From an optimization exercise on the open Yosys and OpenROAD flow, aimed at a short achievable clock period and few clock cycles per item; shortcuts taken in it are not production practice.
The RTL was checked by simulation tests, not by an equivalence proof against the original design.
No activity file was given, so power comes from the tool's default toggle rates.

**design.v**
```verilog
module cp_crc8_step (
    input  wire [31:0] c,
    input  wire [7:0]  d,
    output reg  [31:0] q
);
    integer i;
    reg [31:0] x;
    always @(*) begin
        x = c ^ {24'd0, d};
        for (i = 0; i < 8; i = i + 1)
            x = (x >> 1) ^ (32'hEDB88320 & {32{x[0]}});
        q = x;
    end
endmodule
module cp_crc32_step (
    input  wire [31:0] c,
    input  wire [31:0] d,
    output reg  [31:0] q
);
    integer i;
    reg [31:0] x;
    always @(*) begin
        x = c ^ {d[7:0], d[15:8], d[23:16], d[31:24]};
        for (i = 0; i < 32; i = i + 1)
            x = (x >> 1) ^ (32'hEDB88320 & {32{x[0]}});
        q = x;
    end
endmodule
module cp_frame_pipe (
    input  wire        clk,
    input  wire        rst,
    input  wire        start,
    input  wire        in_valid,
    input  wire [7:0]  in_data,
    input  wire        in_eos,
    output wire        in_ready,
    output wire        out_valid,
    output wire [31:0] out_data,
    output wire        out_last,
    input  wire        out_ready,
    output reg         busy,
    output reg         done,
    output reg         err,
    output reg         eosf,
    output reg  [3:0]  err_code,
    output reg  [3:0]  err_state,
    output reg  [31:0] result,
    output reg  [31:0] frames,
    output reg  [31:0] incnt
);
    localparam F_HDR = 0, F_TYPE = 1, F_LEN = 2, F_HEX = 3, F_MHDR = 4, F_MVAL = 5;
    function [4:0] hexdec;
        input [7:0] c;
        begin
            if (c >= 8'h30 && c <= 8'h39)
                hexdec = {1'b1, c[3:0]};
            else if ((c >= 8'h41 && c <= 8'h46) || (c >= 8'h61 && c <= 8'h66))
                hexdec = {1'b1, c[3:0] + 4'd9};
            else
                hexdec = 5'd0;
        end
    endfunction
    function [7:0] hdr_char;
        input [2:0] k;
        case (k)
            3'd0:    hdr_char = 8'h6D;  
            3'd1:    hdr_char = 8'h65;  
            3'd2:    hdr_char = 8'h73;  
            3'd3:    hdr_char = 8'h73;  
            default: hdr_char = 8'h3D;  
        endcase
    endfunction
    function [7:0] mhdr_char;
        input [2:0] k;
        case (k)
            3'd0:    mhdr_char = 8'h6D;  
            3'd1:    mhdr_char = 8'h61;  
            3'd2:    mhdr_char = 8'h73;  
            3'd3:    mhdr_char = 8'h6B;  
            default: mhdr_char = 8'h3D;  
        endcase
    endfunction
    localparam RING = 72;           
    localparam [6:0] RING_LAST = RING - 1;
    reg  [5:0] fst;        
    reg  [2:0] fk;         
    reg  [8:0] fr;         
    reg        fr_gt8;     
    reg        fr_eq1;     
    reg  [2:0] fdc;        
    reg  [3:0] flhi;       
    reg        flhi0;      
    reg  [7:0] fexp;       
    reg        rdy_o;      
    reg        rdy_n;
    reg        fin;        
    reg        perr;
    reg  [3:0] pcode, pstate;
    reg  [2:0] fslots;     
    reg  [6:0] fused;      
    reg        crc_ok;     
    reg        busy_n;
    assign in_ready = rdy_o;
    wire       rdy   = ~rdy_n;
    wire       bsy   = ~busy_n;
    wire       take  = in_valid & rdy;
    wire       endin = rdy & ~in_valid & in_eos;
    wire [4:0] hd    = hexdec(in_data);
    wire       hok   = hd[4];
    wire [3:0] hv    = hd[3:0];
    wire f_hexf   = fst[F_TYPE] | fst[F_LEN] | fst[F_HEX] | fst[F_MVAL];
    wire f_lenchk = fst[F_LEN] & fk[0] & flhi0;
    wire f_last   = fst[F_MVAL] & (fk == 3'd7);
    wire f_k4     = (fk == 3'd4);
    wire f_k1     = fk[0];
    wire hdr0     = fst[F_HDR] & (fk == 3'd0);
    wire wc_cur    = fst[F_HEX] & fr_gt8 & ((fdc == 3'd7) | (fr == 9'd9));
    wire wc_nxt    = fst[F_HEX] & (fr > 9'd9) & ((fdc == 3'd6) | (fr == 9'd10));
    reg  fs_q, fu_q, fd_q, ud_q;
    wire ring_full  = fu_q ? (fused >= RING_LAST - 7'd1) : (fused >= RING_LAST);
    wire slots_ge3  = fs_q ? (fslots >= 3'd2) : (fslots >= 3'd3);
    wire slots_ge4  = fs_q ? (fslots >= 3'd3) : (fslots >= 3'd4);
    wire lowlen   = f_lenchk & (in_data[7:2] == 6'b001100);    
    wire okc      = f_hexf ? (hok & ~lowlen) : (in_data == fexp);
    wire crcbad   = f_last & ~crc_ok;
    wire good     = okc & ~crcbad;
    wire rdy_adv  = ~(wc_nxt & ring_full) & ~(f_last & slots_ge3);
    wire rdy_hold = ~fin & ~((hdr0 & slots_ge4) | (wc_cur & ring_full));
    wire rdy_next = bsy ? (take ? (good & rdy_adv) : (~endin & rdy_hold)) : start;
    wire o_finish;         
    wire o_free;           
    wire fs_inc = take & good & f_last;
    wire fu_inc = take & wc_cur;
    wire [2:0] fslots_p = fslots + 3'd1;
    wire [2:0] fslots_m = fslots - 3'd1;
    wire [6:0] fused_p  = fused + 7'd1;
    wire [6:0] fused_m  = fused - 7'd1;
    always @(posedge clk) begin
        if (rst) begin
            rdy_o <= 1'b0;
            rdy_n <= 1'b1;
        end else begin
            rdy_o <= rdy_next;
            rdy_n <= ~rdy_next;
        end
    end
    always @(posedge clk) begin
        if (rst || (!bsy && start)) begin
            fs_q   <= 1'b0;
            fu_q   <= 1'b0;
            fd_q   <= 1'b0;
            ud_q   <= 1'b0;
            fslots <= 3'd0;
            fused  <= 7'd0;
        end else begin
            fs_q <= fs_inc;
            fu_q <= fu_inc;
            fd_q <= o_finish;
            ud_q <= o_free;
            case ({fs_q, fd_q})
                2'b10:   fslots <= fslots_p;
                2'b01:   fslots <= fslots_m;
                default: fslots <= fslots;
            endcase
            case ({fu_q, ud_q})
                2'b10:   fused <= fused_p;
                2'b01:   fused <= fused_m;
                default: fused <= fused;
            endcase
        end
    end
    always @(posedge clk) begin
        if (rst) begin
            fin    <= 1'b0;
            perr   <= 1'b0;
            pcode  <= 4'd0;
            pstate <= 4'd0;
        end else if (!bsy) begin
            if (start) begin
                fin    <= 1'b0;
                perr   <= 1'b0;
                pcode  <= 4'd0;
                pstate <= 4'd0;
            end
        end else if (take && !good) begin
            fin  <= 1'b1;
            perr <= 1'b1;
            case (1'b1)
                fst[F_HDR]:  begin pcode <= 4'd1; pstate <= 4'd1; end
                fst[F_TYPE]: begin pcode <= 4'd2; pstate <= 4'd2; end
                fst[F_LEN]:  begin pcode <= hok ? 4'd1 : 4'd2; pstate <= 4'd3; end
                fst[F_HEX]:  begin pcode <= 4'd2; pstate <= fr_gt8 ? 4'd4 : 4'd5; end
                fst[F_MHDR]: begin pcode <= 4'd1; pstate <= 4'd6; end
                default:     begin pcode <= okc ? 4'd4 : 4'd2; pstate <= okc ? 4'd8 : 4'd7; end
            endcase
        end else if (endin) begin
            fin <= 1'b1;
            case (1'b1)
                fst[F_HDR]:  begin perr <= ~hdr0; pcode <= hdr0 ? 4'd0 : 4'd1;
                                   pstate <= hdr0 ? 4'd0 : 4'd1; end
                fst[F_TYPE]: begin perr <= 1'b1; pcode <= 4'd2; pstate <= 4'd2; end
                fst[F_LEN]:  begin perr <= 1'b1; pcode <= 4'd2; pstate <= 4'd3; end
                fst[F_HEX]:  begin perr <= 1'b1; pcode <= fr_gt8 ? 4'd3 : 4'd2;
                                   pstate <= fr_gt8 ? 4'd4 : 4'd5; end
                fst[F_MHDR]: begin perr <= 1'b1; pcode <= 4'd1; pstate <= 4'd6; end
                default:     begin perr <= 1'b1; pcode <= 4'd2; pstate <= 4'd7; end
            endcase
        end
    end
    always @(posedge clk) begin
        if (rst || (!bsy && start)) begin
            fst  <= 6'd1;
            fk   <= 3'd0;
            fexp <= 8'h6D;
        end else if (take && good) begin
            case (1'b1)
                fst[F_HDR]: begin
                    if (f_k4) begin
                        fst <= 6'd1 << F_TYPE;
                        fk  <= 3'd0;
                    end else begin
                        fk   <= fk + 3'd1;
                        fexp <= hdr_char(fk + 3'd1);
                    end
                end
                fst[F_TYPE]: begin
                    if (f_k1) begin
                        fst <= 6'd1 << F_LEN;
                        fk  <= 3'd0;
                    end else
                        fk <= fk + 3'd1;
                end
                fst[F_LEN]: begin
                    if (f_k1) begin
                        fst    <= 6'd1 << F_HEX;
                        fk     <= 3'd0;
                        fr     <= {flhi, hv, 1'b0};
                        fr_gt8 <= ~flhi0 || (hv > 4'd4);
                        fr_eq1 <= 1'b0;
                        fdc    <= 3'd0;
                    end else begin
                        fk    <= fk + 3'd1;
                        flhi  <= hv;
                        flhi0 <= (in_data == 8'h30);
                    end
                end
                fst[F_HEX]: begin
                    fr     <= fr - 9'd1;
                    fr_gt8 <= (fr > 9'd9);
                    fr_eq1 <= (fr == 9'd2);
                    fdc    <= fdc + 3'd1;
                    if (fr_eq1) begin
                        fst  <= 6'd1 << F_MHDR;
                        fk   <= 3'd0;
                        fexp <= 8'h6D;
                    end
                end
                fst[F_MHDR]: begin
                    if (f_k4) begin
                        fst <= 6'd1 << F_MVAL;
                        fk  <= 3'd0;
                    end else begin
                        fk   <= fk + 3'd1;
                        fexp <= mhdr_char(fk + 3'd1);
                    end
                end
                default: begin  
                    if (f_last) begin
                        fst  <= 6'd1 << F_HDR;
                        fk   <= 3'd0;
                        fexp <= 8'h6D;
                    end else
                        fk <= fk + 3'd1;
                end
            endcase
        end
    end
    reg  [7:0] d_q;
    reg        tk_q;
    reg        b_type, b_start, b_len, b_dhi, b_dlo, b_dlast, b_crc, b_mval;
    reg        commit_q;
    always @(posedge clk) begin
        d_q     <= in_data;
        b_type  <= fst[F_TYPE];
        b_start <= fst[F_TYPE] & ~fk[0];
        b_len   <= fst[F_LEN];
        b_dhi   <= fst[F_HEX] & fr_gt8 & ~fr[0];
        b_dlo   <= fst[F_HEX] & fr_gt8 & fr[0];
        b_dlast <= (fr == 9'd9);
        b_crc   <= fst[F_HEX] & ~fr_gt8;
        b_mval  <= fst[F_MVAL];
        if (rst) begin
            tk_q     <= 1'b0;
            commit_q <= 1'b0;
        end else begin
            tk_q     <= take;
            commit_q <= take & good & f_last;
        end
    end
    wire [4:0] bd = hexdec(d_q);
    wire [3:0] bv = bd[3:0];
    reg  [7:0]  type_acc, len_acc;
    reg  [3:0]  dhi;
    reg  [31:0] crc;
    reg  [1:0]  bl;        
    reg  [31:0] wbuf;
    reg         wr_q;
    reg  [6:0]  wa;        
    reg  [6:0]  fsa;       
    reg  [31:0] fcrc;
    reg  [31:0] mask_acc;
    reg  [1:0]  cw;        
    reg  [31:0] nf;        
    wire [7:0]  dbyte = {dhi, bv};
    wire [31:0] crc8_q;
    cp_crc8_step u_crc8 (.c(crc), .d(dbyte), .q(crc8_q));
    reg  [7:0]  d_type  [0:3];
    reg  [7:0]  d_len   [0:3];
    reg  [31:0] d_fcrc  [0:3];
    reg  [31:0] d_mask  [0:3];
    reg  [6:0]  d_sa    [0:3];    
    reg  [5:0]  d_wm1   [0:3];    
    reg         d_wz    [0:3];    
    reg  [3:0]  cvalid;
    wire [7:0]  len_m1 = len_acc - 8'd1;
    always @(posedge clk) begin
        wr_q <= 1'b0;
        if (tk_q) begin
            if (b_type)
                type_acc <= {type_acc[3:0], bv};
            if (b_start) begin
                crc <= 32'hFFFFFFFF;
                bl  <= 2'd0;
                fsa <= wa;
            end
            if (b_len)
                len_acc <= {len_acc[3:0], bv};
            if (b_dhi)
                dhi <= bv;
            if (b_dlo) begin
                crc <= crc8_q;
                case (bl)
                    2'd0: wbuf[31:24] <= dbyte;
                    2'd1: wbuf[23:16] <= dbyte;
                    2'd2: wbuf[15:8]  <= dbyte;
                    default: wbuf[7:0] <= dbyte;
                endcase
                bl   <= bl + 2'd1;
                wr_q <= (bl == 2'd3) || b_dlast;
            end
            if (b_crc)
                fcrc <= {fcrc[27:0], bv};
            if (b_mval)
                mask_acc <= {mask_acc[27:0], bv};
        end
        crc_ok <= (fcrc == ~crc);
        if (commit_q) begin
            d_type[cw] <= type_acc;
            d_len[cw]  <= len_acc;
            d_fcrc[cw] <= fcrc;
            d_mask[cw] <= {mask_acc[27:0], bv};
            d_sa[cw]   <= fsa;
            d_wm1[cw]  <= len_m1[7:2] - 6'd1;
            d_wz[cw]   <= (len_m1[7:2] == 6'd0);
        end
    end
    reg  [31:0] ring [0:RING-1];
    always @(posedge clk) begin
        if (wr_q)
            ring[wa] <= wbuf;
    end
    always @(posedge clk) begin
        if (rst || (!bsy && start))
            wa <= 7'd0;
        else if (wr_q)
            wa <= (wa == RING_LAST) ? 7'd0 : wa + 7'd1;
    end
    localparam [2:0] O_PH = 3'd0, O_PC = 3'd1, O_PD = 3'd2,
                     O_QH = 3'd3, O_QC = 3'd4, O_QD = 3'd5;
    reg         ovq_o;     
    reg         ovq_n;
    reg  [31:0] odq;       
    reg         olq_o;     
    reg         olq_n;
    reg  [2:0]  oph;
    reg  [1:0]  cr;        
    reg  [5:0]  ri;        
    reg  [31:0] pf;        
    reg  [6:0]  ra1;       
    reg  [31:0] nmask;     
    reg  [31:0] ce;        
    reg  [31:0] pcrc;
    assign out_valid = ovq_o;
    assign out_data  = odq;
    assign out_last  = olq_o;
    wire        ovq = ~ovq_n;
    wire        olq = ~olq_n;
    wire [31:0] rdw     = ring[ra1];
    wire [6:0]  ra1_n   = (ra1 == RING_LAST) ? 7'd0 : ra1 + 7'd1;
    wire [7:0]  o_type  = d_type[cr];
    wire [7:0]  o_len   = d_len[cr];
    wire [5:0]  o_wm1   = d_wm1[cr];
    wire        o_wz    = d_wz[cr];
    wire [31:0] o_mask  = d_mask[cr];
    wire [6:0]  o_sa    = d_sa[cr];
    wire [7:0]  o_n     = o_len - 8'd4;
    wire [7:0]  o_m     = {o_wm1 + 6'd1, 2'b00} & {8{~o_wz}};
    reg  [31:0] o_lmask;
    always @(*) begin
        case (o_len[1:0])
            2'd1:    o_lmask = 32'hFF000000;
            2'd2:    o_lmask = 32'hFFFF0000;
            2'd3:    o_lmask = 32'hFFFFFF00;
            default: o_lmask = 32'hFFFFFFFF;
        endcase
    end
    wire [1:0]  cr1     = cr + 2'd1;
    wire [7:0]  n_type  = d_type[cr1];
    wire [7:0]  n_len   = d_len[cr1];
    wire [6:0]  n_sa    = d_sa[cr1];
    wire        adv      = ~ovq | out_ready;
    wire        ri_last  = (ri == o_wm1);
    wire [5:0]  ri_n     = ri + 6'd1;
    wire [31:0] nmask_n  = (ri[0] ? 32'hFFFFFFFF : o_mask) &
                           ((ri_n == o_wm1) ? o_lmask : 32'hFFFFFFFF);
    wire [31:0] nmask_0  = (o_wm1 == 6'd0) ? o_lmask : 32'hFFFFFFFF;
    wire [31:0] pfm      = pf & nmask;
    wire [31:0] pcrc_z, ce_n;
    cp_crc32_step u_crcz (.c(pcrc), .d(32'd0), .q(pcrc_z));
    cp_crc32_step u_crcd (.c(32'd0), .d(pfm), .q(ce_n));
    assign o_finish = ovq && out_ready && (oph == O_QD || oph == O_QC) &&
                      ((oph == O_QC) ? o_wz : olq);
    assign o_free   = ovq && out_ready && (oph == O_QD);
    reg         nb_valid;
    reg  [31:0] nb_data;
    reg         nb_last;
    always @(*) begin
        nb_valid = ovq;
        nb_data  = odq;
        nb_last  = olq;
        if (!ovq) begin
            if (cvalid[cr]) begin
                nb_valid = 1'b1;
                nb_data  = {7'd0, 1'b0, o_type, o_len, o_n};
                nb_last  = 1'b0;
            end
        end else begin
            case (oph)
                O_PH: begin
                    nb_data = d_fcrc[cr];
                    nb_last = o_wz;
                end
                O_PC, O_PD: begin
                    if ((oph == O_PC) ? !o_wz : !olq) begin
                        nb_data = pf;
                        nb_last = ri_last;
                    end else begin
                        nb_data = {7'd0, 1'b1, o_type, o_len, o_m};
                        nb_last = 1'b0;
                    end
                end
                O_QH: begin
                    nb_data = ~pcrc;
                    nb_last = o_wz;
                end
                default: begin
                    if ((oph == O_QC) ? !o_wz : !olq) begin
                        nb_data = pfm;
                        nb_last = ri_last;
                    end else if (cvalid[cr1]) begin
                        nb_data = {7'd0, 1'b0, n_type, n_len, n_len - 8'd4};
                        nb_last = 1'b0;
                    end else
                        nb_valid = 1'b0;
                end
            endcase
        end
    end
    always @(posedge clk) begin
        if (rst) begin
            ovq_o <= 1'b0;
            ovq_n <= 1'b1;
            olq_o <= 1'b0;
            olq_n <= 1'b1;
            odq   <= 32'd0;
        end else if (adv) begin
            ovq_o <= nb_valid;
            ovq_n <= ~nb_valid;
            olq_o <= nb_last;
            olq_n <= ~nb_last;
            odq   <= nb_data;
        end
    end
    always @(posedge clk) begin
        if (rst) begin
            oph  <= O_PH;
            cr   <= 2'd0;
            pcrc <= 32'hFFFFFFFF;
            ce   <= 32'd0;
        end else begin
            if (ovq && out_ready && oph == O_PD)
                pcrc <= pcrc_z ^ ce;
            if (!bsy && start)
                cr <= 2'd0;
            if (adv) begin
                if (!ovq) begin
                    if (cvalid[cr]) begin
                        oph  <= O_PH;
                        pcrc <= 32'hFFFFFFFF;
                        ra1  <= o_sa;
                    end
                end else begin
                    case (oph)
                        O_PH, O_QH: begin
                            oph   <= (oph == O_PH) ? O_PC : O_QC;
                            ri    <= 6'd0;
                            nmask <= nmask_0;
                            pf    <= rdw;
                            ra1   <= ra1_n;
                        end
                        O_PC, O_PD: begin
                            if ((oph == O_PC) ? !o_wz : !olq) begin
                                oph   <= O_PD;
                                ce    <= ce_n;
                                nmask <= nmask_n;
                                ri    <= ri_n;
                                pf    <= rdw;
                                ra1   <= ra1_n;
                            end else begin
                                oph <= O_QH;
                                ra1 <= o_sa;
                            end
                        end
                        default: begin  
                            if ((oph == O_QC) ? !o_wz : !olq) begin
                                oph   <= O_QD;
                                nmask <= nmask_n;
                                ri    <= ri_n;
                                pf    <= rdw;
                                ra1   <= ra1_n;
                            end else begin
                                cr <= cr1;
                                if (cvalid[cr1]) begin
                                    oph  <= O_PH;
                                    pcrc <= 32'hFFFFFFFF;
                                    ra1  <= n_sa;
                                end
                            end
                        end
                    endcase
                end
            end
        end
    end
    reg  [31:0] frm_n;     
    reg  [31:0] inc_n;     
    wire [31:0] frm_p = ~frm_n + 32'd1;
    wire [31:0] inc_p = ~inc_n + 32'd1;
    always @(posedge clk) begin
        if (rst) begin
            incnt <= 32'd0;
            inc_n <= 32'hFFFFFFFF;
        end else if (take) begin
            incnt <= inc_p;
            inc_n <= ~inc_p;
        end
    end
    wire run_end = fin && cvalid == 4'd0 && !ovq && !commit_q && !tk_q;
    always @(posedge clk) begin
        if (rst) begin
            cvalid    <= 4'd0;
            cw        <= 2'd0;
            nf        <= 32'd0;
            busy      <= 1'b0;
            busy_n    <= 1'b1;
            done      <= 1'b0;
            err       <= 1'b0;
            eosf      <= 1'b0;
            err_code  <= 4'd0;
            err_state <= 4'd0;
            result    <= 32'd0;
            frames    <= 32'd0;
            frm_n     <= 32'hFFFFFFFF;
        end else begin
            if (o_finish)
                cvalid[cr] <= 1'b0;
            if (commit_q) begin
                cvalid[cw] <= 1'b1;
                cw         <= cw + 2'd1;
                nf         <= nf + 32'd1;
                frames     <= frm_p;
                frm_n      <= ~frm_p;
            end
            if (!bsy) begin
                if (start) begin
                    busy      <= 1'b1;
                    busy_n    <= 1'b0;
                    done      <= 1'b0;
                    err       <= 1'b0;
                    eosf      <= 1'b0;
                    err_code  <= 4'd0;
                    err_state <= 4'd0;
                    nf        <= 32'd0;
                    cw        <= 2'd0;
                end
            end else if (run_end) begin
                busy      <= 1'b0;
                busy_n    <= 1'b1;
                done      <= ~perr;
                err       <= perr;
                eosf      <= ~perr;
                err_code  <= pcode;
                err_state <= pstate;
                if (!perr)
                    result <= nf;
            end
        end
    end
endmodule
```
**flow/run.sh**
```bash
#!/bin/bash
# Layout flow: the standard ORFS flow (standard.sh, unchanged synthesis,
# floorplan, placement, CTS and routing), with the timing repair steps told
# to aim for a setup slack margin of 6.8 ns under the unchanged 10 ns
# constraint, so that they keep shortening paths down to about 3.2 ns.
# All of make's output goes to standard.log; each ORFS step keeps its own
# log under orfs/logs/.
set -uo pipefail
bash standard.sh SETUP_SLACK_MARGIN=6.8 finish > standard.log 2>&1
```
**standard.sh**
```bash
#!/bin/bash
# synth_recipe.tcl (not shown) runs the flow's synth.tcl, then flattens the netlist and writes it again
# the make line also repeats each setting of config.mk as NAME=value (left out here)
make -C /OpenROAD-flow-scripts/flow DESIGN_CONFIG=/design/flow/config.mk WORK_HOME=/design/flow/orfs CLKGATE_MAP_FILE= SYNTH_SCRIPT=/design/flow/synth_recipe.tcl "${@:-finish}"
```
**config.mk**
```make
export PLATFORM = sky130hd
export DESIGN_NAME = cp_frame_pipe
export DESIGN_NICKNAME = cp_frame_pipe
export VERILOG_FILES = /design/flow/design.v
export SDC_FILE = /design/flow/constraint.sdc
export NUM_CORES = 4
export LEC_CHECK = 0
export CAP_MARGIN = 20
export CORE_MARGIN = 2
export CORE_UTILIZATION = 65
export CTS_CLUSTER_DIAMETER = 60
export CTS_CLUSTER_SIZE = 20
export SLEW_MARGIN = 20
export SYNTH_MEMORY_MAX_BITS = 16384
```
**constraint.sdc**
```tcl
create_clock -name core_clock -period 10.0 [get_ports {clk}]
set_input_delay 2.0000 -clock core_clock [delete_from_list [all_inputs] [get_ports {clk}]]
set_output_delay 2.0000 -clock core_clock [all_outputs]
set_load 0.01 [all_outputs]
```
==> results by group, run 1 <==
Run status
  • Status: no timing/DRC/antenna violations

Clock tree
  • TritonCTS buffer count: about 200
  • Root buf cell: clkbuf_16
  • CTS tree: done
  • Sink Count: ~3300
  • Deepest clock path buffer count: 3
  • Clk latency of the worst-skew pair: 900 ps
  • H-tree levels: 4
  • Hold buffer count at CTS: 0
  • Worst-path clk slew: 80 ps

Finish
  • Area of the multi-input gates: 0.0414 mm2
  • Largest Register: ring
  • Share of cells above drive strength 1: 0.316
  • Filler cells: 11600
  • Synthesis-to-layout area growth: 15.9%
  • Sequential Area: 0.0959 mm2
  • Most frequent cells in the layout: 2929 x edfxtp_1, 845 x mux4_2, 457 x buf_4, 412 x nand2_1, 383 x xnor2_1
  • Fin nets: ~8100
  • Top Registers: ring x2304, d_fcrc x128, d_mask x128
  • Max reg flops: ~2300
  • Commonest non-fill, non-tap cell in the layout: edfxtp_1

Place
  • Post-detail-place hpwl: ~200 mm
  • IO buf count: 155
  • Gpl congestion: 0.946
  • DP Worst Slack: between 4000 and 5000 ps

Yosys
  • Async set-reset flop share out of synthesis: 0
  • Main synth FF type: edfxtp_1
  • Mean Syn Cell Area: 18.4 um2
  • Post-synthesis cell type count: 83
  • Synthesis-stage register bit count: around 3300
  • Syn Std Cell Area: 0.136 mm2
  • Syn Nets: 7440
  • Post-synth EDFFs: 2929
  • Yosys warnings: 3
  • Synth Instances: about 7400
  • Seq/Total Area, Yosys: 0.706

Global route
  • Initial antenna violation count: 15
  • First-pass GRT wire length: 524 mm
  • Overall Global Routing Usage: 0.353
  • Largest net degree at the start of global routing: 79
  • Vias in the first global route: just over 70000
  • Gr ovfl total: 0

Critical path
  • CP Launch Type: flop
  • Critical path class: reg -> reg
  • Crit end category: flop
  • Critical path arrival: about 4400 ps
  • Crit path required time: 10760 ps
  • Maximum fanout along the worst path: 4

STA
  • Endpoints failing hold: 0
  • Relative slew slack: 0.179
  • Min cycle time layout: 3630 ps
  • Final Max Tran Viols: 0
  • Worst setup margin: around 6400 ps
  • RSZ-0062 raised after global routing: yes
  • Maximum clock rate: ~0.28 GHz
  • Post-route setup TNS: 0 ps
  • Skew final: 37.7 ps
  • Final Cycle Share: 0.363
  • Worst-Margin Slew: 1230 ps
  • Final setup fails: 0

Drt
  • # DRC: 0
  • Antenna violation net count after detailed routing: 0
  • Post-Route WL: 379 mm
  • Iter 0 DRT Violations: 11300
  • Wire length per cell: 34.6 um
  • Vias after detailed routing: 75100
  • Initial DRT Pass Iterations: 8
  • DR vias/cell: between 6 and 7

Floorplanning
  • Die area: between 0.2 and 0.25 mm2
  • Height of the chip: between 400 and 500 um
  • Row Count: 167
  • Total I/O pin count: 157
  • Core Area: 0.207 mm2
  • Initial Util: 0.654
  • Die span in x: about 460 um

Pwr
  • PD cells: 150 mW/mm2
  • P_leak: 50.6 nW
  • Worst VDD drop: 0.177 mV

Job
  • Max-cap viol count: 0

Hold path
  • Worst hold path class: reg -> reg
Yosys cell counts, types with 12 or more instances:
cell type / number / area (um2)
a21o_1: 13 / 97.6
mux4_2: 845 / 19000
a221oi_1: 19 / 166
a21oi_1: 248 / 1240
buf_2: 14 / 70.1
nand2b_1: 16 / 100
and3_1: 48 / 300
edfxtp_1: 2929 / 88000
xor2_1: 175 / 1530
a22oi_1: 33 / 248
nor4_1: 22 / 138
or3_1: 36 / 225
and2_1: 28 / 175
nor3_1: 73 / 365
o22ai_1: 12 / 75.1
mux2_2: 12 / 135
xnor2_1: 469 / 4110
clkbuf_1: 247 / 927
nand3_1: 70 / 350
inv_1: 77 / 289
ha_1: 56 / 701
nor2b_1: 29 / 181
dfxtp_1: 385 / 7710
nand2_1: 429 / 1610
o211ai_1: 42 / 315
mux2i_1: 86 / 861
nor2_1: 417 / 1570
nand4_1: 15 / 93.8
xnor3_1: 60 / 1350
xnor3_2: 12 / 285
o21ai_0: 127 / 636
buf_1: 106 / 398
a211oi_1: 40 / 300
worst max-delay path, stage by stage, from the launching register on:
cell and delay [ps]:
edfxtp_1 530, nand2_1 150, xnor3_2 460, buf_6 160
xnor3_2 270, xnor2_2 230, buf_4 150, xnor3_2 480
buf_12 180, xnor3_1 250, xor2_2 190, and3_4 190
a311o_1 280
worst paths after layout:
check / start / end / slack [ps] / cells after the start
setup / recovery: pf[22]$_DFFE_PP_ / ce[19]$_SDFFE_PP0P_ / 6370 / 12
hold / removal: fst[5]$_SDFFE_PP0P_ / b_mval$_DFF_P_ / 420 / 0
setup reg to reg: pf[22]$_DFFE_PP_ / ce[19]$_SDFFE_PP0P_ / 6370 / 12
hold reg to reg: fst[5]$_SDFFE_PP0P_ / b_mval$_DFF_P_ / 420 / 0
power by group:
part	internal [mW]	switching, mW
Clock	4.08	4.57
Sequential	14.8	0.00532
Combinational	0.0369	0.0786
kinds of logic after synthesis:
logic type	share of synthesized area
AOI/OAI and AO/OA	0.0273
other	0.0000277
adders and majority gates	0.00554
and+or+nand+nor	0.0402
muxes	0.148
xor gates and xnor gates	0.0605
DFF	0.706
buffers and inverters	0.0130
metrics by stage:
stage                     std cells  power [mW]  cell area [um2]  hold WS, ps   util
after floorplan                7368        15.2           136000          363      -
after global placement        10100        15.2           142000          402  0.683
after detailed placement      10100        15.2           142000          411  0.683
after CTS                     10800        23.6           154000          417  0.743
after global routing          11000        24.1           157000          428  0.758
final                         11000        23.6           157000          418  0.758
metal layers:
layer  global-route usage  part of all wire  vias up
met1                0.497              0.36    39100
met2                0.552              0.48     4794
met3               0.0684              0.11      862
li1                     -                 -    30300
met4                0.150             0.050        8
met5                    0           0.00020        -
area by class of cell:
| class | count | area share |
|---|---|---|
| well taps | 2788 | 0.0222 |
| repair buffers | 830 | 0.0613 |
| multi-input cells | 3600 | 0.264 |
| inverters | 79 | 0.00201 |
| clock inverters | 81 | 0.00543 |
| clock buffers | 245 | 0.0343 |
| flip-flops and latches | 3314 | 0.611 |
| diodes | 31 | 0.000494 |
timing repair:
action	4_1_cts	5_1_grt
cloned	50	19
setup endpoints to repair	1061	628
pin swaps	128	112
resized for setup	1347	219
setup buffers	271	159
Testbench counts, summed over its fixed seeds: cycles 26,346, chars 25,794.
==> run 2, diff against run 1 <==
--- a/design.v
+++ b/design.v
@@ -1,30 +1,151 @@
 module cp_crc8_step (
     input  wire [31:0] c,
-    input  wire [7:0]  d,
-    output reg  [31:0] q
+    input  wire [7:0] d,
+    output wire [31:0] q
 );
-    integer i;
-    reg [31:0] x;
-    always @(*) begin
-        x = c ^ {24'd0, d};
-        for (i = 0; i < 8; i = i + 1)
-            x = (x >> 1) ^ (32'hEDB88320 & {32{x[0]}});
-        q = x;
-    end
+    assign q[0] = ^(c & 32'h00000104) ^ ^(d & 8'h04);
+    assign q[1] = ^(c & 32'h00000209) ^ ^(d & 8'h09);
+    assign q[2] = ^(c & 32'h00000413) ^ ^(d & 8'h13);
+    assign q[3] = ^(c & 32'h00000826) ^ ^(d & 8'h26);
+    assign q[4] = ^(c & 32'h0000104D) ^ ^(d & 8'h4D);
+    assign q[5] = ^(c & 32'h0000209A) ^ ^(d & 8'h9A);
+    assign q[6] = ^(c & 32'h00004030) ^ ^(d & 8'h30);
+    assign q[7] = ^(c & 32'h00008061) ^ ^(d & 8'h61);
+    assign q[8] = ^(c & 32'h000100C2) ^ ^(d & 8'hC2);
+    assign q[9] = ^(c & 32'h00020080) ^ ^(d & 8'h80);
+    assign q[10] = ^(c & 32'h00040004) ^ ^(d & 8'h04);
+    assign q[11] = ^(c & 32'h00080008) ^ ^(d & 8'h08);
+    assign q[12] = ^(c & 32'h00100011) ^ ^(d & 8'h11);
+    assign q[13] = ^(c & 32'h00200023) ^ ^(d & 8'h23);
+    assign q[14] = ^(c & 32'h00400046) ^ ^(d & 8'h46);
+    assign q[15] = ^(c & 32'h0080008C) ^ ^(d & 8'h8C);
+    assign q[16] = ^(c & 32'h0100001D) ^ ^(d & 8'h1D);
+    assign q[17] = ^(c & 32'h0200003B) ^ ^(d & 8'h3B);
+    assign q[18] = ^(c & 32'h04000077) ^ ^(d & 8'h77);
+    assign q[19] = ^(c & 32'h080000EE) ^ ^(d & 8'hEE);
+    assign q[20] = ^(c & 32'h100000D8) ^ ^(d & 8'hD8);
+    assign q[21] = ^(c & 32'h200000B4) ^ ^(d & 8'hB4);
+    assign q[22] = ^(c & 32'h4000006C) ^ ^(d & 8'h6C);
+    assign q[23] = ^(c & 32'h800000D8) ^ ^(d & 8'hD8);
+    assign q[24] = ^(c & 32'h000000B5) ^ ^(d & 8'hB5);
+    assign q[25] = ^(c & 32'h0000006F) ^ ^(d & 8'h6F);
+    assign q[26] = ^(c & 32'h000000DF) ^ ^(d & 8'hDF);
+    assign q[27] = ^(c & 32'h000000BA) ^ ^(d & 8'hBA);
+    assign q[28] = ^(c & 32'h00000071) ^ ^(d & 8'h71);
+    assign q[29] = ^(c & 32'h000000E3) ^ ^(d & 8'hE3);
+    assign q[30] = ^(c & 32'h000000C3) ^ ^(d & 8'hC3);
+    assign q[31] = ^(c & 32'h00000082) ^ ^(d & 8'h82);
+endmodule
+module cp_crc_m32 (
+    input  wire [31:0] c,
+    output wire [31:0] q
+);
+    assign q[0] = ^(c & 32'h04D101DF);
+    assign q[1] = ^(c & 32'h09A203BE);
+    assign q[2] = ^(c & 32'h1344077D);
+    assign q[3] = ^(c & 32'h26880EFA);
+    assign q[4] = ^(c & 32'h4D101DF4);
+    assign q[5] = ^(c & 32'h9A203BE9);
+    assign q[6] = ^(c & 32'h3091760D);
+    assign q[7] = ^(c & 32'h6122EC1A);
+    assign q[8] = ^(c & 32'hC245D835);
+    assign q[9] = ^(c & 32'h805AB1B5);
+    assign q[10] = ^(c & 32'h046462B5);
+    assign q[11] = ^(c & 32'h08C8C56A);
+    assign q[12] = ^(c & 32'h11918AD4);
+    assign q[13] = ^(c & 32'h232315A9);
+    assign q[14] = ^(c & 32'h46462B53);
+    assign q[15] = ^(c & 32'h8C8C56A6);
+    assign q[16] = ^(c & 32'h1DC9AC92);
+    assign q[17] = ^(c & 32'h3B935924);
+    assign q[18] = ^(c & 32'h7726B249);
+    assign q[19] = ^(c & 32'hEE4D6493);
+    assign q[20] = ^(c & 32'hD84BC8F9);
+    assign q[21] = ^(c & 32'hB446902D);
+    assign q[22] = ^(c & 32'h6C5C2184);
+    assign q[23] = ^(c & 32'hD8B84309);
+    assign q[24] = ^(c & 32'hB5A187CC);
+    assign q[25] = ^(c & 32'h6F920E46);
+    assign q[26] = ^(c & 32'hDF241C8C);
+    assign q[27] = ^(c & 32'hBA9938C7);
+    assign q[28] = ^(c & 32'h71E37051);
+    assign q[29] = ^(c & 32'hE3C6E0A3);
+    assign q[30] = ^(c & 32'hC35CC098);
+    assign q[31] = ^(c & 32'h826880EF);
 endmodule
-module cp_crc32_step (
+module cp_crc_m64 (
     input  wire [31:0] c,
+    output wire [31:0] q
+);
+    assign q[0] = ^(c & 32'h481B4E5A);
+    assign q[1] = ^(c & 32'h90369CB5);
+    assign q[2] = ^(c & 32'h206D396B);
+    assign q[3] = ^(c & 32'h40DA72D7);
+    assign q[4] = ^(c & 32'h81B4E5AF);
+    assign q[5] = ^(c & 32'h0369CB5E);
+    assign q[6] = ^(c & 32'h4EC8D8E6);
+    assign q[7] = ^(c & 32'h9D91B1CD);
+    assign q[8] = ^(c & 32'h3B23639A);
+    assign q[9] = ^(c & 32'h3E5D896E);
+    assign q[10] = ^(c & 32'h34A05C86);
+    assign q[11] = ^(c & 32'h6940B90C);
+    assign q[12] = ^(c & 32'hD2817218);
+    assign q[13] = ^(c & 32'hA502E430);
+    assign q[14] = ^(c & 32'h4A05C860);
+    assign q[15] = ^(c & 32'h940B90C0);
+    assign q[16] = ^(c & 32'h600C6FDA);
+    assign q[17] = ^(c & 32'hC018DFB5);
+    assign q[18] = ^(c & 32'h8031BF6A);
+    assign q[19] = ^(c & 32'h00637ED5);
+    assign q[20] = ^(c & 32'h48DDB3F0);
+    assign q[21] = ^(c & 32'hD9A029BB);
+    assign q[22] = ^(c & 32'hFB5B1D2C);
+    assign q[23] = ^(c & 32'hF6B63A59);
+    assign q[24] = ^(c & 32'hA5773AE8);
+    assign q[25] = ^(c & 32'h02F53B8A);
+    assign q[26] = ^(c & 32'h05EA7715);
+    assign q[27] = ^(c & 32'h43CFA071);
+    assign q[28] = ^(c & 32'hCF840EB8);
+    assign q[29] = ^(c & 32'h9F081D70);
+    assign q[30] = ^(c & 32'h760B74BB);
+    assign q[31] = ^(c & 32'hA40DA72D);
+endmodule
+module cp_crc_d32 (
     input  wire [31:0] d,
-    output reg  [31:0] q
+    output wire [31:0] q
 );
-    integer i;
-    reg [31:0] x;
-    always @(*) begin
-        x = c ^ {d[7:0], d[15:8], d[23:16], d[31:24]};
-        for (i = 0; i < 32; i = i + 1)
-            x = (x >> 1) ^ (32'hEDB88320 & {32{x[0]}});
-        q = x;
-    end
+    assign q[0] = ^(d & 32'hDF01D104);
+    assign q[1] = ^(d & 32'hBE03A209);
+    assign q[2] = ^(d & 32'h7D074413);
+    assign q[3] = ^(d & 32'hFA0E8826);
+    assign q[4] = ^(d & 32'hF41D104D);
+    assign q[5] = ^(d & 32'hE93B209A);
+    assign q[6] = ^(d & 32'h0D769130);
+    assign q[7] = ^(d & 32'h1AEC2261);
+    assign q[8] = ^(d & 32'h35D845C2);
+    assign q[9] = ^(d & 32'hB5B15A80);
+    assign q[10] = ^(d & 32'hB5626404);
+    assign q[11] = ^(d & 32'h6AC5C808);
+    assign q[12] = ^(d & 32'hD48A9111);
+    assign q[13] = ^(d & 32'hA9152323);
+    assign q[14] = ^(d & 32'h532B4646);
+    assign q[15] = ^(d & 32'hA6568C8C);
+    assign q[16] = ^(d & 32'h92ACC91D);
+    assign q[17] = ^(d & 32'h2459933B);
+    assign q[18] = ^(d & 32'h49B22677);
+    assign q[19] = ^(d & 32'h93644DEE);
+    assign q[20] = ^(d & 32'hF9C84BD8);
+    assign q[21] = ^(d & 32'h2D9046B4);
+    assign q[22] = ^(d & 32'h84215C6C);
+    assign q[23] = ^(d & 32'h0943B8D8);
+    assign q[24] = ^(d & 32'hCC87A1B5);
+    assign q[25] = ^(d & 32'h460E926F);
+    assign q[26] = ^(d & 32'h8C1C24DF);
+    assign q[27] = ^(d & 32'hC73899BA);
+    assign q[28] = ^(d & 32'h5170E371);
+    assign q[29] = ^(d & 32'hA3E0C6E3);
+    assign q[30] = ^(d & 32'h98C05CC3);
+    assign q[31] = ^(d & 32'hEF806882);
 endmodule
 module cp_frame_pipe (
     input  wire        clk,
@@ -304,6 +425,9 @@
     reg  [31:0] crc;
     reg  [1:0]  bl;        
     reg  [31:0] wbuf;
+    reg         wpar;      
+    reg  [31:0] ecrc;      
+    reg  [1:0]  padn;      
     reg         wr_q;
     reg  [6:0]  wa;        
     reg  [6:0]  fsa;       
@@ -314,9 +438,13 @@
     wire [7:0]  dbyte = {dhi, bv};
     wire [31:0] crc8_q;
     cp_crc8_step u_crc8 (.c(crc), .d(dbyte), .q(crc8_q));
+    wire        e_feed = tk_q & b_dlo;
+    wire [31:0] ecrc8_q;
+    cp_crc8_step u_ecrc8 (.c(ecrc), .d((e_feed & ~wpar) ? dbyte : 8'd0), .q(ecrc8_q));
     reg  [7:0]  d_type  [0:3];
     reg  [7:0]  d_len   [0:3];
     reg  [31:0] d_fcrc  [0:3];
+    reg  [31:0] d_ecrc  [0:3];    
     reg  [31:0] d_mask  [0:3];
     reg  [6:0]  d_sa    [0:3];    
     reg  [5:0]  d_wm1   [0:3];    
@@ -325,13 +453,23 @@
     wire [7:0]  len_m1 = len_acc - 8'd1;
     always @(posedge clk) begin
         wr_q <= 1'b0;
+        if (wr_q)
+            wbuf <= 32'd0;
+        if (padn != 2'd0) begin
+            ecrc <= ecrc8_q;
+            padn <= padn - 2'd1;
+        end
         if (tk_q) begin
             if (b_type)
                 type_acc <= {type_acc[3:0], bv};
             if (b_start) begin
-                crc <= 32'hFFFFFFFF;
-                bl  <= 2'd0;
-                fsa <= wa;
+                crc  <= 32'hFFFFFFFF;
+                ecrc <= 32'hFFFFFFFF;
+                bl   <= 2'd0;
+                wpar <= 1'b0;
+                padn <= 2'd0;
+                wbuf <= 32'd0;
+                fsa  <= wa;
             end
             if (b_len)
                 len_acc <= {len_acc[3:0], bv};
@@ -347,6 +485,11 @@
                 endcase
                 bl   <= bl + 2'd1;
                 wr_q <= (bl == 2'd3) || b_dlast;
+                ecrc <= ecrc8_q;
+                if (bl == 2'd3)
+                    wpar <= ~wpar;
+                if (b_dlast)
+                    padn <= 2'd3 - bl;
             end
             if (b_crc)
                 fcrc <= {fcrc[27:0], bv};
@@ -358,6 +501,7 @@
             d_type[cw] <= type_acc;
             d_len[cw]  <= len_acc;
             d_fcrc[cw] <= fcrc;
+            d_ecrc[cw] <= ecrc;
             d_mask[cw] <= {mask_acc[27:0], bv};
             d_sa[cw]   <= fsa;
             d_wm1[cw]  <= len_m1[7:2] - 6'd1;
@@ -386,17 +530,30 @@
     reg  [1:0]  cr;        
     reg  [5:0]  ri;        
     reg  [31:0] pf;        
-    reg  [6:0]  ra1;       
+    reg  [RING-1:0] rsel;  
     reg  [31:0] nmask;     
-    reg  [31:0] ce;        
-    reg  [31:0] pcrc;
+    reg  [31:0] zq;        
+    reg         zv;        
+    reg  [31:0] ocrc;
+    reg  [31:0] ocrc2;     
+    reg  [31:0] ocrc1;     
     assign out_valid = ovq_o;
     assign out_data  = odq;
     assign out_last  = olq_o;
     wire        ovq = ~ovq_n;
     wire        olq = ~olq_n;
-    wire [31:0] rdw     = ring[ra1];
-    wire [6:0]  ra1_n   = (ra1 == RING_LAST) ? 7'd0 : ra1 + 7'd1;
+    reg  [31:0] rdw;
+    integer     rj;
+    always @(*) begin
+        rdw = 32'd0;
+        for (rj = 0; rj < RING; rj = rj + 1)
+            rdw = rdw | (ring[rj] & {32{rsel[rj]}});
+    end
+    wire [RING-1:0] rsel_n = {rsel[RING-2:0], rsel[RING-1]};
+    function [RING-1:0] onehot;
+        input [6:0] a;
+        onehot = {{(RING-1){1'b0}}, 1'b1} << a;
+    endfunction
     wire [7:0]  o_type  = d_type[cr];
     wire [7:0]  o_len   = d_len[cr];
     wire [5:0]  o_wm1   = d_wm1[cr];
@@ -405,15 +562,7 @@
     wire [6:0]  o_sa    = d_sa[cr];
     wire [7:0]  o_n     = o_len - 8'd4;
     wire [7:0]  o_m     = {o_wm1 + 6'd1, 2'b00} & {8{~o_wz}};
-    reg  [31:0] o_lmask;
-    always @(*) begin
-        case (o_len[1:0])
-            2'd1:    o_lmask = 32'hFF000000;
-            2'd2:    o_lmask = 32'hFFFF0000;
-            2'd3:    o_lmask = 32'hFFFFFF00;
-            default: o_lmask = 32'hFFFFFFFF;
-        endcase
-    end
+    wire [31:0] o_ecrc  = d_ecrc[cr];
     wire [1:0]  cr1     = cr + 2'd1;
     wire [7:0]  n_type  = d_type[cr1];
     wire [7:0]  n_len   = d_len[cr1];
@@ -421,13 +570,18 @@
     wire        adv      = ~ovq | out_ready;
     wire        ri_last  = (ri == o_wm1);
     wire [5:0]  ri_n     = ri + 6'd1;
-    wire [31:0] nmask_n  = (ri[0] ? 32'hFFFFFFFF : o_mask) &
-                           ((ri_n == o_wm1) ? o_lmask : 32'hFFFFFFFF);
-    wire [31:0] nmask_0  = (o_wm1 == 6'd0) ? o_lmask : 32'hFFFFFFFF;
+    wire [31:0] nmask_n  = ri[0] ? 32'hFFFFFFFF : o_mask;
     wire [31:0] pfm      = pf & nmask;
-    wire [31:0] pcrc_z, ce_n;
-    cp_crc32_step u_crcz (.c(pcrc), .d(32'd0), .q(pcrc_z));
-    cp_crc32_step u_crcd (.c(32'd0), .d(pfm), .q(ce_n));
+    wire [31:0] z_n, o1_n, o2_n;
+    cp_crc_d32 u_crcz  (.d(pfm), .q(z_n));
+    cp_crc_m32 u_crco1 (.c(ocrc), .q(o1_n));
+    cp_crc_m64 u_crco2 (.c(ocrc), .q(o2_n));
+    wire [31:0] post_crc = ~(o_ecrc ^ ((~o_wz & ~o_wm1[0]) ? ocrc1 : ocrc));
+    always @(posedge clk) begin
+        zq    <= z_n;
+        ocrc1 <= o1_n;
+        ocrc2 <= o2_n;
+    end
     assign o_finish = ovq && out_ready && (oph == O_QD || oph == O_QC) &&
                       ((oph == O_QC) ? o_wz : olq);
     assign o_free   = ovq && out_ready && (oph == O_QD);
@@ -460,7 +614,7 @@
                     end
                 end
                 O_QH: begin
-                    nb_data = ~pcrc;
+                    nb_data = post_crc;
                     nb_last = o_wz;
                 end
                 default: begin
@@ -495,40 +649,45 @@
         if (rst) begin
             oph  <= O_PH;
             cr   <= 2'd0;
-            pcrc <= 32'hFFFFFFFF;
-            ce   <= 32'd0;
+            ocrc  <= 32'd0;
+            zv    <= 1'b0;
+            pf    <= 32'd0;
+            nmask <= 32'd0;
+            ri    <= 6'd0;
+            rsel  <= {{(RING-1){1'b0}}, 1'b1};
         end else begin
-            if (ovq && out_ready && oph == O_PD)
-                pcrc <= pcrc_z ^ ce;
+            zv <= adv && ovq && (oph == O_PC || oph == O_PD) &&
+                  ((oph == O_PC) ? !o_wz : !olq) && ri[0];
+            if (zv)
+                ocrc <= ocrc2 ^ zq;
             if (!bsy && start)
                 cr <= 2'd0;
             if (adv) begin
                 if (!ovq) begin
                     if (cvalid[cr]) begin
                         oph  <= O_PH;
-                        pcrc <= 32'hFFFFFFFF;
-                        ra1  <= o_sa;
+                        ocrc <= 32'd0;
+                        rsel <= onehot(o_sa);
                     end
                 end else begin
                     case (oph)
                         O_PH, O_QH: begin
                             oph   <= (oph == O_PH) ? O_PC : O_QC;
                             ri    <= 6'd0;
-                            nmask <= nmask_0;
+                            nmask <= 32'hFFFFFFFF;
                             pf    <= rdw;
-                            ra1   <= ra1_n;
+                            rsel  <= rsel_n;
                         end
                         O_PC, O_PD: begin
                             if ((oph == O_PC) ? !o_wz : !olq) begin
                                 oph   <= O_PD;
-                                ce    <= ce_n;
                                 nmask <= nmask_n;
                                 ri    <= ri_n;
                                 pf    <= rdw;
-                                ra1   <= ra1_n;
+                                rsel  <= rsel_n;
                             end else begin
                                 oph <= O_QH;
-                                ra1 <= o_sa;
+                                rsel <= onehot(o_sa);
                             end
                         end
                         default: begin  
@@ -537,13 +696,13 @@
                                 nmask <= nmask_n;
                                 ri    <= ri_n;
                                 pf    <= rdw;
-                                ra1   <= ra1_n;
+                                rsel  <= rsel_n;
                             end else begin
                                 cr <= cr1;
                                 if (cvalid[cr1]) begin
                                     oph  <= O_PH;
-                                    pcrc <= 32'hFFFFFFFF;
-                                    ra1  <= n_sa;
+                                    ocrc <= 32'd0;
+                                    rsel <= onehot(n_sa);
                                 end
                             end
                         end
==> run 2 against run 1 <==
Effect of this change:
- still clean
- clock skew is 67 ps higher
- wire length grew 44%
- non-clock buffer count down 209
- die area rose by 5.9%
- largest power group unchanged
==> results by group, run 2 <==
Run status
  • Status: no timing/DRC/antenna violations

Clock tree
  • Worst-path clk slew: approximately 80 ps
  • Clk latency of the worst-skew pair: around 960 ps
  • Deepest clock path buffer count: 3
  • TritonCTS buffer count: 218
  • H-tree levels: 4
  • Hold buffer count at CTS: 0
  • Root buf cell: clkbuf_16
  • Sink Count: 3600
  • CTS tree: done

Floorplanning
  • Core Area: ~0.22 mm2
  • Total I/O pin count: 157
  • Initial Util: 0.654
  • Row Count: around 170
  • Die span in x: 474 um
  • Die area: 0.225 mm2
  • Height of the chip: around 470 um

Place
  • Post-detail-place hpwl: between 300 and 400 mm
  • IO buf count: 155
  • Gpl congestion: 0.945

Critical path
  • Critical path class: reg -> out
  • Critical Path, Cell by Cell: buf_6 -> buf_6
  • Worst stage delay on the critical path: 340 ps
  • CP Launch Type: flop
  • Critical path arrival: 1470 ps
  • Crit path required time: 8000 ps
  • Worst path most repeated cell: buf_6
  • Maximum fanout along the worst path: 2
  • Crit-path slowest cell: dfxtp_2
  • Crit end category: output pin

Drt
  • Vias after detailed routing: approximately 100k
  • # DRC: 0
  • Post-Route WL: around 550 mm
  • Initial DRT Pass Iterations: 13
  • Antenna violation net count after detailed routing: 0
  • Wire length per cell: 41.8 um
  • DR vias/cell: 7.67
  • Iter 0 DRT Violations: between 20000 and 25000

Pwr
  • Total Power: 25.6 mW
  • Logic pwr share: 0.006
  • Clock power share: 0.370
  • Sequential share of power: 0.624
  • Psw: 5.20 mW
  • Sw Share: 0.204
  • Pint: 20.4 mW
  • P_leak: 50.8 nW
  • Worst VDD drop: 0.179 mV
  • PD cells: 159 mW/mm2

Yosys
  • Count leader, synth: edfxtp_1
  • Syn Nets: 9728
  • Seq/Total Area, Yosys: 0.707
  • Post-synth top area cell: edfxtp_1
  • Mean Syn Cell Area: 14.9 um2
  • Post-synthesis cell type count: between 80 and 90
  • Syn Std Cell Area: 0.144 mm2
  • Synth top area share: 0.616
  • Top cells by area, synth: edfxtp_1 62%, dfxtp_1 9.1%, xnor2_1 4.7%
  • Synth Instances: 9661
  • Yosys warnings: 1
  • Post-synth EDFFs: just under 3000
  • Synthesis-stage register bit count: 3600
  • Main synth FF type: edfxtp_1
  • Async set-reset flop share out of synthesis: 0
  • Top cells by count, synth: 2949 x edfxtp_1, 772 x xnor2_1, 651 x dfxtp_1

Finish
  • Synthesis-to-layout area growth: 11.7%
  • Sequential Area: 0.102 mm2
  • Share of cells above drive strength 1: 0.164
  • Post-layout util: 0.731
  • Largest Register: ring
  • Fin nets: just under 10000
  • Commonest non-fill, non-tap cell in the layout: edfxtp_1
  • Max reg flops: 2304
  • Filler cells: around 14000
  • Most frequent cells in the layout: 2949 x edfxtp_1, 769 x xnor2_1, 510 x a221oi_1, 503 x a22o_1, 488 x nand2_1
  • Area of the multi-input gates: 0.0413 mm2

Global route
  • Largest net degree at the start of global routing: 118
  • Gr ovfl total: 0
  • Initial antenna violation count: 42
  • Overall Global Routing Usage: 0.478
  • Vias in the first global route: slightly above 90000
  • First-pass GRT wire length: 731 mm

STA
  • Final Max Tran Viols: 0
  • Min cycle time layout: 3470 ps
  • Worst-Margin Slew: around 1400 ps
  • Post-route setup TNS: 0 ps
  • Maximum clock rate: 0.289 GHz
  • Skew final: 105 ps
  • Min Hold Slack: 430 ps
  • RSZ-0062 raised after global routing: yes
  • Relative slew slack: 0.0662
  • Endpoints failing hold: 0
  • Final Cycle Share: 0.347
  • Final setup fails: 0

Job
  • Max-cap viol count: 0

Hold path
  • Worst hold path class: reg -> reg
==> run 2: changes by cell type in the layout (fill, tap and decap cells not counted), sizes merged, moves of 145 or more <==
cell	before	now
xnor2	485	773
mux4	846	150
nand3	70	238
a22oi	33	204
nor2	417	565
a221oi	19	564
buf	798	603
a22o	1	503
nor3	73	218
dfxtp	385	651
xor2	184	334
==> run 2: path summary, 6_finish.rpt <==
| check | endpoint | slack [ps] | cells past startpoint | from |
|---|---|---|---|---|
| min | b_mval$_DFF_P_ | 430 | 0 | fst[5]$_SDFFE_PP0P_ |
| max reg2reg | pf[5]$_SDFFE_PP0P_ | 6750 | 7 | rsel[27]$_SDFFE_PP0P_ |
| max | done | 6530 | 2 | eosf$_SDFFE_PP0P_ |
| min reg2reg | b_mval$_DFF_P_ | 430 | 0 | fst[5]$_SDFFE_PP0P_ |
==> run 2: layout make-up <==
class,instances,area share
sequential,3600,0.636
multi-input combinational,5352,0.257
timing repair buffer,621,0.0389
clock buffer,351,0.0382
tap,2958,0.0230
clock inverter,58,0.00462
inverter,62,0.00163
antenna,61,0.000951
==> run 2: logic make-up after synthesis <==
group / after synthesis / share of synthesized area
XOR/XNOR: 1114 / 0.0688
flip-flops: 3600 / 0.707
adder cells (fa/ha/maj): 53 / 0.00472
buffers and inverters: 711 / 0.0194
AND/OR/NAND/NOR: 1927 / 0.0634
AO/OA/AOI/OAI: 2020 / 0.107
multiplexers: 235 / 0.0295
other: 1 / 0.0000261
==> run 2: power by group through the flow <==
stage / logic (mW) / registers [mW] / clock network (mW)
floorplan: 0.0812 / 16.3 / 0
detailed placement: 0.123 / 16.3 / 0
global placement: 0.121 / 16.3 / 0
CTS: 0.132 / 16.0 / 9.40
finish: 0.144 / 15.9 / 9.47
global route: 0.151 / 15.9 / 9.91
==> run 2: repair_timing <==
item / 4_1_cts / 5_1_grt
pin swaps: 49 / 69
endpoints found under the setup margin: 1450 / 946
gates cloned: 9 / 5
resized for setup: 1064 / 123
buffers inserted: 106 / 59
==> run 2: layer usage <==
layer	track usage	routed length [um]
met1	0.630	180000
met2	0.643	219000
met3	0.223	102000
met4	0.290	44300
met5	0.0223	1090
==> run 2: critical path, delay by kind of cell, from the launching register on <==
family,cells,cell delay [ps]
buffers and inverters,2,230
DFF,1,340
==> run 2: per-stage QoR <==
| step | instance area [um2] | setup slack (ps) | std cells |
|---|---|---|---|
| 2_1_floorplan | 145000 | 5970 | 9661 |
| 3_3_place_gp | 150000 | 4920 | 12400 |
| 3_5_place_dp | 150000 | 4900 | 12400 |
| 4_1_cts | 159000 | 6480 | 12900 |
| 5_1_grt | 160000 | 6490 | 13000 |
| 6_report | 161000 | 6530 | 13100 |
Testbench counts of run 2, summed over its fixed seeds: cycles 26,346, chars 25,794.
==> run 3, diff against run 2 <==
--- a/design.v
+++ b/design.v
@@ -215,8 +215,8 @@
     reg        rdy_o;      
     reg        rdy_n;
     reg        fin;        
-    reg        perr;
-    reg  [3:0] pcode, pstate;
+    reg        perr, perr_n;    
+    reg  [3:0] pcode_n, pstate;
     reg  [2:0] fslots;     
     reg  [6:0] fused;      
     reg        crc_ok;     
@@ -292,39 +292,42 @@
     end
     always @(posedge clk) begin
         if (rst) begin
-            fin    <= 1'b0;
-            perr   <= 1'b0;
-            pcode  <= 4'd0;
-            pstate <= 4'd0;
+            fin     <= 1'b0;
+            perr    <= 1'b0;
+            perr_n  <= 1'b1;
+            pcode_n <= 4'hF;
+            pstate  <= 4'd0;
         end else if (!bsy) begin
             if (start) begin
-                fin    <= 1'b0;
-                perr   <= 1'b0;
-                pcode  <= 4'd0;
-                pstate <= 4'd0;
+                fin     <= 1'b0;
+                perr    <= 1'b0;
+                perr_n  <= 1'b1;
+                pcode_n <= 4'hF;
+                pstate  <= 4'd0;
             end
         end else if (take && !good) begin
-            fin  <= 1'b1;
-            perr <= 1'b1;
+            fin    <= 1'b1;
+            perr   <= 1'b1;
+            perr_n <= 1'b0;
             case (1'b1)
-                fst[F_HDR]:  begin pcode <= 4'd1; pstate <= 4'd1; end
-                fst[F_TYPE]: begin pcode <= 4'd2; pstate <= 4'd2; end
-                fst[F_LEN]:  begin pcode <= hok ? 4'd1 : 4'd2; pstate <= 4'd3; end
-                fst[F_HEX]:  begin pcode <= 4'd2; pstate <= fr_gt8 ? 4'd4 : 4'd5; end
-                fst[F_MHDR]: begin pcode <= 4'd1; pstate <= 4'd6; end
-                default:     begin pcode <= okc ? 4'd4 : 4'd2; pstate <= okc ? 4'd8 : 4'd7; end
+                fst[F_HDR]:  begin pcode_n <= ~4'd1; pstate <= 4'd1; end
+                fst[F_TYPE]: begin pcode_n <= ~4'd2; pstate <= 4'd2; end
+                fst[F_LEN]:  begin pcode_n <= hok ? ~4'd1 : ~4'd2; pstate <= 4'd3; end
+                fst[F_HEX]:  begin pcode_n <= ~4'd2; pstate <= fr_gt8 ? 4'd4 : 4'd5; end
+                fst[F_MHDR]: begin pcode_n <= ~4'd1; pstate <= 4'd6; end
+                default:     begin pcode_n <= okc ? ~4'd4 : ~4'd2; pstate <= okc ? 4'd8 : 4'd7; end
             endcase
         end else if (endin) begin
-            fin <= 1'b1;
+            fin    <= 1'b1;
+            perr   <= ~hdr0;
+            perr_n <= hdr0;
             case (1'b1)
-                fst[F_HDR]:  begin perr <= ~hdr0; pcode <= hdr0 ? 4'd0 : 4'd1;
-                                   pstate <= hdr0 ? 4'd0 : 4'd1; end
-                fst[F_TYPE]: begin perr <= 1'b1; pcode <= 4'd2; pstate <= 4'd2; end
-                fst[F_LEN]:  begin perr <= 1'b1; pcode <= 4'd2; pstate <= 4'd3; end
-                fst[F_HEX]:  begin perr <= 1'b1; pcode <= fr_gt8 ? 4'd3 : 4'd2;
-                                   pstate <= fr_gt8 ? 4'd4 : 4'd5; end
-                fst[F_MHDR]: begin perr <= 1'b1; pcode <= 4'd1; pstate <= 4'd6; end
-                default:     begin perr <= 1'b1; pcode <= 4'd2; pstate <= 4'd7; end
+                fst[F_HDR]:  begin pcode_n <= hdr0 ? ~4'd0 : ~4'd1; pstate <= hdr0 ? 4'd0 : 4'd1; end
+                fst[F_TYPE]: begin pcode_n <= ~4'd2; pstate <= 4'd2; end
+                fst[F_LEN]:  begin pcode_n <= ~4'd2; pstate <= 4'd3; end
+                fst[F_HEX]:  begin pcode_n <= fr_gt8 ? ~4'd3 : ~4'd2; pstate <= fr_gt8 ? 4'd4 : 4'd5; end
+                fst[F_MHDR]: begin pcode_n <= ~4'd1; pstate <= 4'd6; end
+                default:     begin pcode_n <= ~4'd2; pstate <= 4'd7; end
             endcase
         end
     end
@@ -509,15 +512,21 @@
         end
     end
     reg  [31:0] ring [0:RING-1];
+    reg  [RING-1:0] wsel;      
+    integer     wj;
     always @(posedge clk) begin
-        if (wr_q)
-            ring[wa] <= wbuf;
+        for (wj = 0; wj < RING; wj = wj + 1)
+            if (wr_q && wsel[wj])
+                ring[wj] <= wbuf;
     end
     always @(posedge clk) begin
-        if (rst || (!bsy && start))
-            wa <= 7'd0;
-        else if (wr_q)
-            wa <= (wa == RING_LAST) ? 7'd0 : wa + 7'd1;
+        if (rst || (!bsy && start)) begin
+            wa   <= 7'd0;
+            wsel <= {{(RING-1){1'b0}}, 1'b1};
+        end else if (wr_q) begin
+            wa   <= (wa == RING_LAST) ? 7'd0 : wa + 7'd1;
+            wsel <= {wsel[RING-2:0], wsel[RING-1]};
+        end
     end
     localparam [2:0] O_PH = 3'd0, O_PC = 3'd1, O_PD = 3'd2,
                      O_QH = 3'd3, O_QC = 3'd4, O_QD = 3'd5;
@@ -767,8 +776,8 @@
                 busy_n    <= 1'b1;
                 done      <= ~perr;
                 err       <= perr;
-                eosf      <= ~perr;
-                err_code  <= pcode;
+                eosf      <= perr_n;
+                err_code  <= ~pcode_n;
                 err_state <= pstate;
                 if (!perr)
                     result <= nf;
--- a/config.mk
+++ b/config.mk
@@ -7,7 +7,7 @@
 export LEC_CHECK = 0
 export CAP_MARGIN = 20
 export CORE_MARGIN = 2
-export CORE_UTILIZATION = 65
+export CORE_UTILIZATION = 55
 export CTS_CLUSTER_DIAMETER = 60
 export CTS_CLUSTER_SIZE = 20
 export SLEW_MARGIN = 20
==> run 3 against run 2 <==
Effect of this change:
- critical path type unchanged
- synthesized area grew 1.1%
- global-route usage shrank 6.7 points
- cell count grew 3.7%
==> results by group, run 3 <==
Place
  • IO buf count: 155
  • Post-detail-place hpwl: 325 mm
  • Cell total after placement: 13000
  • Gpl congestion: 0.906
  • Post-DP Area: 0.152 mm2

Drt
  • # DRC: 0
  • Vias after detailed routing: 98000
  • Wire length per cell: 41.9 um
  • Max layer used: met5
  • Met3 Wirelength: 91.2 mm
  • DR vias/cell: 7.24
  • Wire length on met1: 209 mm
  • Antenna violation net count after detailed routing: 0
  • Met2 wire len: approximately 230 mm
  • Iter 0 DRT Violations: 20400
  • Initial DRT Pass Iterations: 9
  • Post-Route WL: 568 mm

Yosys
  • Async set-reset flop share out of synthesis: 0
  • Main synth FF type: edfxtp_1
  • Count leader, synth: edfxtp_1
  • Area share of and/or/nand/nor cells after synthesis: 0.0597
  • Synth Area in XOR/XNOR: 0.0673
  • Post-synthesis mux area share: 0.0284
  • Synth top area share: 0.609
  • Seq/Total Area, Yosys: 0.710
  • Top cells by count, synth: 2949 x edfxtp_1, 771 x xnor2_1, 727 x dfxtp_1
  • Top cells by area, synth: edfxtp_1 61%, dfxtp_1 10%, xnor2_1 4.6%
  • Post-synth top area cell: edfxtp_1
  • Synth Area in Adders: 0.00467
  • Post-synth EDFFs: 2949
  • Synthesis-stage register bit count: 3676
  • Mean Syn Cell Area: 15.0 um2
  • Largest family of logic cells by synthesized area: compound AO/OA/AOI/OAI gates
  • Yosys warnings: 2
  • Post-synthesis compound-gate area fraction: 0.110
  • Syn Nets: 9737
  • Post-synthesis cell type count: 103
  • Synth Instances: 9670
  • Syn Std Cell Area: 0.145 mm2

Pwr
  • Sequential share of power: 0.604
  • Clock power share: 0.391
  • Sw Share: 0.209
  • Logic pwr share: 0.005
  • PD cells: about 170 mW/mm2
  • Pint: 21.3 mW
  • P_leak: slightly below 50 nW
  • Psw: 5.63 mW
  • Worst VDD drop: ~0.17 mV
  • Total Power: 26.9 mW

Finish
  • Fin nets: 9878
  • Commonest non-fill, non-tap cell in the layout: edfxtp_1
  • Non-filler cells, final: roughly 14000
  • Post-route cell area: 0.162 mm2
  • Largest Register: ring
  • Synthesis-to-layout area growth: 11.3%
  • Post-layout util: 0.616
  • Most frequent cells in the layout: 2949 x edfxtp_1, 770 x xnor2_1, 520 x a221oi_1, 502 x a22o_1, 495 x nor2_1
  • Max reg flops: 2304
  • Filler cells: 19800
  • Share of cells above drive strength 1: 0.159

STA
  • Endpoints failing hold: 0
  • Relative slew slack: 0.133
  • Min cycle time layout: around 3500 ps
  • Final Cycle Share: 0.348
  • Final setup fails: 0
  • Post-route setup TNS: 0 ps
  • Final Max Tran Viols: 0
  • Worst-Margin Slew: 1300 ps
  • Maximum clock rate: 0.288 GHz
  • RSZ-0062 raised after global routing: yes
  • Skew final: around 120 ps

Clock tree
  • Root buf cell: clkbuf_16
  • Hold buffer count at CTS: 0
  • H-tree levels: 4
  • Sink Count: between 3000 and 4000
  • Worst-path clk slew: 80 ps
  • CTS tree: done
  • TritonCTS buffer count: 241
  • Clk latency of the worst-skew pair: around 1000 ps
  • Deepest clock path buffer count: 4

Critical path
  • Crit-path leading delay family: flip-flops
  • Critical Path, Cell by Cell: buf_6
  • WP buf/inv: 1
  • Critical path arrival: between 1000 and 1500 ps
  • Worst stage delay on the critical path: 430 ps
  • Crit end category: output pin
  • CP Launch Type: flop
  • Maximum fanout along the worst path: 2
  • Critical path class: reg -> out
  • Crit-path slowest cell: dfxtp_4
  • Crit path required time: about 8000 ps

Floorplanning
  • Die span in x: roughly 520 um
  • Height of the chip: roughly 520 um
  • Initial Util: 0.554
  • Total I/O pin count: roughly 160
  • Die area: ~0.27 mm2
  • Row Count: 188
  • Core Area: 0.263 mm2

Hold path
  • Worst hold path class: reg -> reg

Global route
  • Initial antenna violation count: 39
  • Overall Global Routing Usage: 0.412
  • Vias in the first global route: 89200
  • Gr ovfl total: 0
  • Largest net degree at the start of global routing: 82
  • First-pass GRT wire length: 757 mm

Job
  • Max-cap viol count: 0

Run status
  • Status: no timing/DRC/antenna violations
[run 3: layout make-up]
cell class	count	area, um2	area share
Clock inverter	102	1200	0.00745
Antenna cell	21	52.6	0.000325
Tap cell	3515	4400	0.0272
Clock buffer	339	6650	0.0411
Multi-Input combinational cell	5279	40300	0.249
Timing Repair Buffer	550	5270	0.0326
Sequential cell	3676	104000	0.641
Inverter	63	253	0.00156
[run 3: worst paths after layout]
check / startpoint / endpoint / slack (ps) / cells past startpoint
worst min-delay path: fst[5]$_SDFFE_PP0P_ / b_mval$_DFF_P_ / 430 / 0
worst min register to register: fst[5]$_SDFFE_PP0P_ / b_mval$_DFF_P_ / 430 / 0
worst max register to register: wr_q$_SDFF_PN0_ / ring[35][8]$_DFFE_PP_ / 6650 / 3
worst max-delay path: odq[14]$_SDFFE_PP0P_ / out_data[14] / 6520 / 1
[run 3: routing by layer]
metal,GRT usage,vias to the layer above
li1,-,37800
met1,0.586,49800
met2,0.572,8653
met3,0.136,1705
met4,0.194,28
met5,0.00409,-
[run 3: power groups by stage]
stage	clock [mW]	combinational [mW]	sequential [mW]
floorplan	0	0.0897	16.6
global placement	0	0.136	16.6
detailed placement	0	0.138	16.6
CTS	10.5	0.142	16.3
global route	11.0	0.154	16.3
finish	10.5	0.145	16.3
[run 3: through the flow]
stage	worst slack, ps	hold slack (ps)
6_report	6520	432
5_1_grt	6490	439
4_1_cts	6490	444
3_5_place_dp	4730	439
3_3_place_gp	4820	437
2_1_floorplan	6140	326
[run 3: cells by family (layout without fill, tap and decap cells)]
kind of cell / after synthesis / count (layout)
buffers and inverters: 719 / 1054
other: 1 / 22
multiplexers: 222 / 222
AO/OA/AOI/OAI: 2088 / 2089
adder cells (fa/ha/maj): 53 / 53
AND/OR/NAND/NOR: 1804 / 1807
flip-flops: 3676 / 3676
XOR/XNOR: 1107 / 1107
[run 3: timing repair]
action	4_1_cts	5_1_grt
cloned	10	4
pin swaps	10	27
setup buffers	53	39
gates resized for setup	1014	75
setup endpoints to repair	800	537
Testbench counts of run 3, summed over its fixed seeds: cycles 26,346, chars 25,794.

re-timing with driven ports:
Ports are ideal in the flow. The routed layouts listed here were re-timed in OpenROAD.
Step 1 sets driving cells, clkbuf_16 on the clock port and buf_2 on the other inputs (assumed; they add their load-dependent delay and slew).
Step 2 times the ports against the registers' clock, not the clock port: input delays grow and output delays shrink by t, the midpoint of the rising clock arrivals with the driver on.
a / b / c = ideal ports / drivers / drivers and shift; a / b = the first two.
| run | shift t [ns] | slack for setup (ns) | worst slew at a driven data input, ns |
|---|---|---|---|
| run 1 | 0.970 | 6.372 / 6.372 / 5.771 | 0.14 |
| run 2 | 1.013 | 6.534 / 6.432 / 5.675 | 0.15 |
| run 3 | 1.059 | 6.523 / 6.416 / 5.769 | 0.11 |
After both steps every run listed still meets setup and hold. The setup slack of run 2, which loses most, moves by -0.102 ns with the drivers and by -0.859 ns with both steps.
